This is an optimization exercise on Yosys and OpenROAD, whose aim is small area, a short achievable clock period and few clock cycles, not a production implementation.
Only simulation tests tie the RTL to the original design; equivalence was not proved.
Power and IR drop assume default switching activity.

Design sprite_compositor, start of the top module:
module sprite_compositor (
    input  wire        clk,
    input  wire        rst,
    input  wire [15:0] cfg_tile_mult,
    input  wire [16:0] cfg_tile_len,
    input  wire [1:0]  cfg_pal_cnt,
    input  wire [15:0] cfg_nent0,
    input  wire [15:0] cfg_nent1,
    input  wire        cfg_debug,
    input  wire [7:0]  cfg_obj_count,    
    input  wire        pal_we,
    input  wire        pal_slot,
    input  wire [3:0]  pal_idx,
    input  wire [15:0] pal_wdata,
    input  wire        start,
    output wire        ready,
    output wire        oam_re,
    output wire [6:0]  oam_addr,
    input  wire [47:0] oam_rdata,
    output wire        tile_req,
    output wire [13:0] tile_addr,
    input  wire        tile_gnt,
    input  wire [31:0] tile_rdata,
    output reg         cv_we,
    output reg  [17:0] cv_addr,
    output wire [31:0] cv_wdata,
    output reg         done,
    output reg         err_empty,
    output wire [9:0]  min_x,            
    output wire [8:0]  min_y,            
    output wire [9:0]  canvas_w,
    output wire [8:0]  canvas_h,
    output reg         ev_tile_oor,
    output reg         ev_pidx_oor,
    output reg         ev_pnum_oor
);
    localparam S_IDLE = 2'd0;
    localparam S_BB   = 2'd1;    
    localparam S_DIM  = 2'd2;    
    localparam S_RUN  = 2'd3;    
    localparam M_IDLE = 2'd0;
    localparam M_MUL  = 2'd1;
    localparam M_FIN  = 2'd2;
    localparam M_RDY  = 2'd3;
    function [3:0] cells_w;
        input [1:0] shape;
        input [1:0] size;
        begin
            case ({shape, size})
                4'b00_00: cells_w = 4'd1;  4'b00_01: cells_w = 4'd2;
  ...
Size: ~6800 cells after synthesis, ~1100 flip-flops, about 300 I/O pins.
make LEC_CHECK=0 ABC_AREA=1 ABC_CLOCK_PERIOD_IN_PS=3800 CAP_MARGIN=20 CORE_MARGIN=2 CORE_UTILIZATION=60 PLACE_DENSITY=0.7 SETUP_SLACK_MARGIN=4.2 SLEW_MARGIN=20 finish   # period 8.0 ns
run.sh (not shown) runs the stock make flow with config.mk's settings and CLKGATE_MAP_FILE= SYNTH_SCRIPT=/design/flow/synth_recipe.tcl, a recipe that flattens the netlist after the stock synthesis.
Testbench counts at the start, summed over its fixed seeds: cycles 208,024.
Rerun with:
--- a/flow/design.v
+++ b/flow/design.v
@@ -334,14 +334,13 @@
     wire [7:0]  win_lo = cext[{win_e[7:3], 3'd0} +: 8];
     wire [7:0]  win_hi = cext[{win_e[7:3] + 5'd1, 3'd0} +: 8];
     wire [15:0] win_2  = {win_hi, win_lo} >> win_e[2:0];
     wire [8:0]  win_d  = {1'b0, e0_c0} - {1'b0, win_c0};
     wire [8:0]  win_s  = 9'd8 - win_d;                     
     wire        win_nr = (win_s[8:4] == 5'd0) && (win_s[3:0] != 4'd0);
-    wire [7:0]  e0_lb  = e0_mu & {~|e0_mu[6:0], ~|e0_mu[5:0], ~|e0_mu[4:0], ~|e0_mu[3:0],
-                                  ~|e0_mu[2:0], ~|e0_mu[1:0], ~e0_mu[0], 1'b1};   
+    wire [7:0]  e0_lb  = e0_mu & (~e0_mu + 8'd1);         
     wire [15:0] win_sh = {e0_lb, 8'd0} >> win_s[3:0];
     wire [7:0]  win_bp = (w_pix && win_nr) ? win_sh[7:0] : 8'd0;
     wire [7:0]  win_z  = (win_e[8:3] == 6'd0)  ? (8'hFF >> win_e[2:0]) :
                          (win_e[8:3] == 6'd16) ? ~(8'hFF >> win_e[2:0]) :
                          (win_e[8:3] == 6'd17) ? 8'hFF : 8'h00;
     wire [7:0]  wmask  = radv ? win_z : win;
@@ -383,17 +382,13 @@
         for (b = 0; b < 16; b = b + 1) begin : g_fz
             if (b == 0) begin : g0
                 assign fb_oh[b] = ~bfull[b];
             end else begin : gn
                 assign fb_oh[b] = ~bfull[b] & (&bfull[b-1:0]);
             end
-            wire [7:0] cb = cov[8*b +: 8];
-            assign fz_oh[8*b +: 8] = {8{fb_oh[b]}} &
-                {~cb[7] & (&cb[6:0]), ~cb[6] & (&cb[5:0]), ~cb[5] & (&cb[4:0]),
-                 ~cb[4] & (&cb[3:0]), ~cb[3] & (&cb[2:0]), ~cb[2] & (&cb[1:0]),
-                 ~cb[1] & cb[0], ~cb[0]};
+            assign fz_oh[8*b +: 8] = {8{fb_oh[b]}} & ~cov[8*b +: 8] & (cov[8*b +: 8] + 8'd1);
         end
     endgenerate
     wire [127:0] cov_set = ({127'd0, w_pix} << wcol) | ({128{w_fill}} & fz_oh);
     wire [127:0] cov_nx  = radv ? 128'd0 : (cov | cov_set);
     wire [23:0] rgb;
     sprite_renderer u_pal (
The new run ran to the end with no violations.
Die area went up by 2.3%.
Routed wire length goes up by 3.5%.
Non-clock buffer count goes down by 4.
First-iteration DRC count went up by 9.9%.
Clock power is higher by 6.7%.
Core utilization goes up by 0.42 points.
Global-route usage is higher by 0.37 points.
Register-to-register slack degrades by 0.09 ns.
Power came out higher by 5.3%.
Setup slack got worse by 0.091 ns.
Fmax drops by 2.3%.
Synthesized area increases by 2.3%.
Testbench counts after the change, summed over its fixed seeds: cycles 208,024.

## separate check: timing with driven ports
How much do the figures lean on ideal ports? The routed layouts below were timed once more, with nothing changed but the port constraints. Step 1 assumes that a clkbuf_16 drives the clock port and a buf_2 every other input. Step 2, shift: input delay + t, output delay - t, t = (earliest + latest rising clock arrival at the registers) / 2. This alone moves slack from input paths to output paths. a / b / c = no drivers / after step 1 / after step 2; a / b = the first two.
| run | t, ns | slack for setup (ns) | worst hold slack (ns) | worst setup path after step 2 | worst register clock-pin slew, ns |
|---|---|---|---|---|---|
| the first run | 0.788 | 4.111 / 4.111 / 3.538 | 0.404 / 0.404 / 0.404 | input to register | 0.07 / 0.07 |
| the second run | 0.805 | 4.021 / 4.021 / 3.486 | 0.379 / 0.379 / 0.379 | input to register | 0.07 / 0.07 |
After both steps every run listed still meets setup and hold. The setup slack of the first run, which loses most, moves by 0.000 ns with the drivers and by -0.573 ns with both steps.
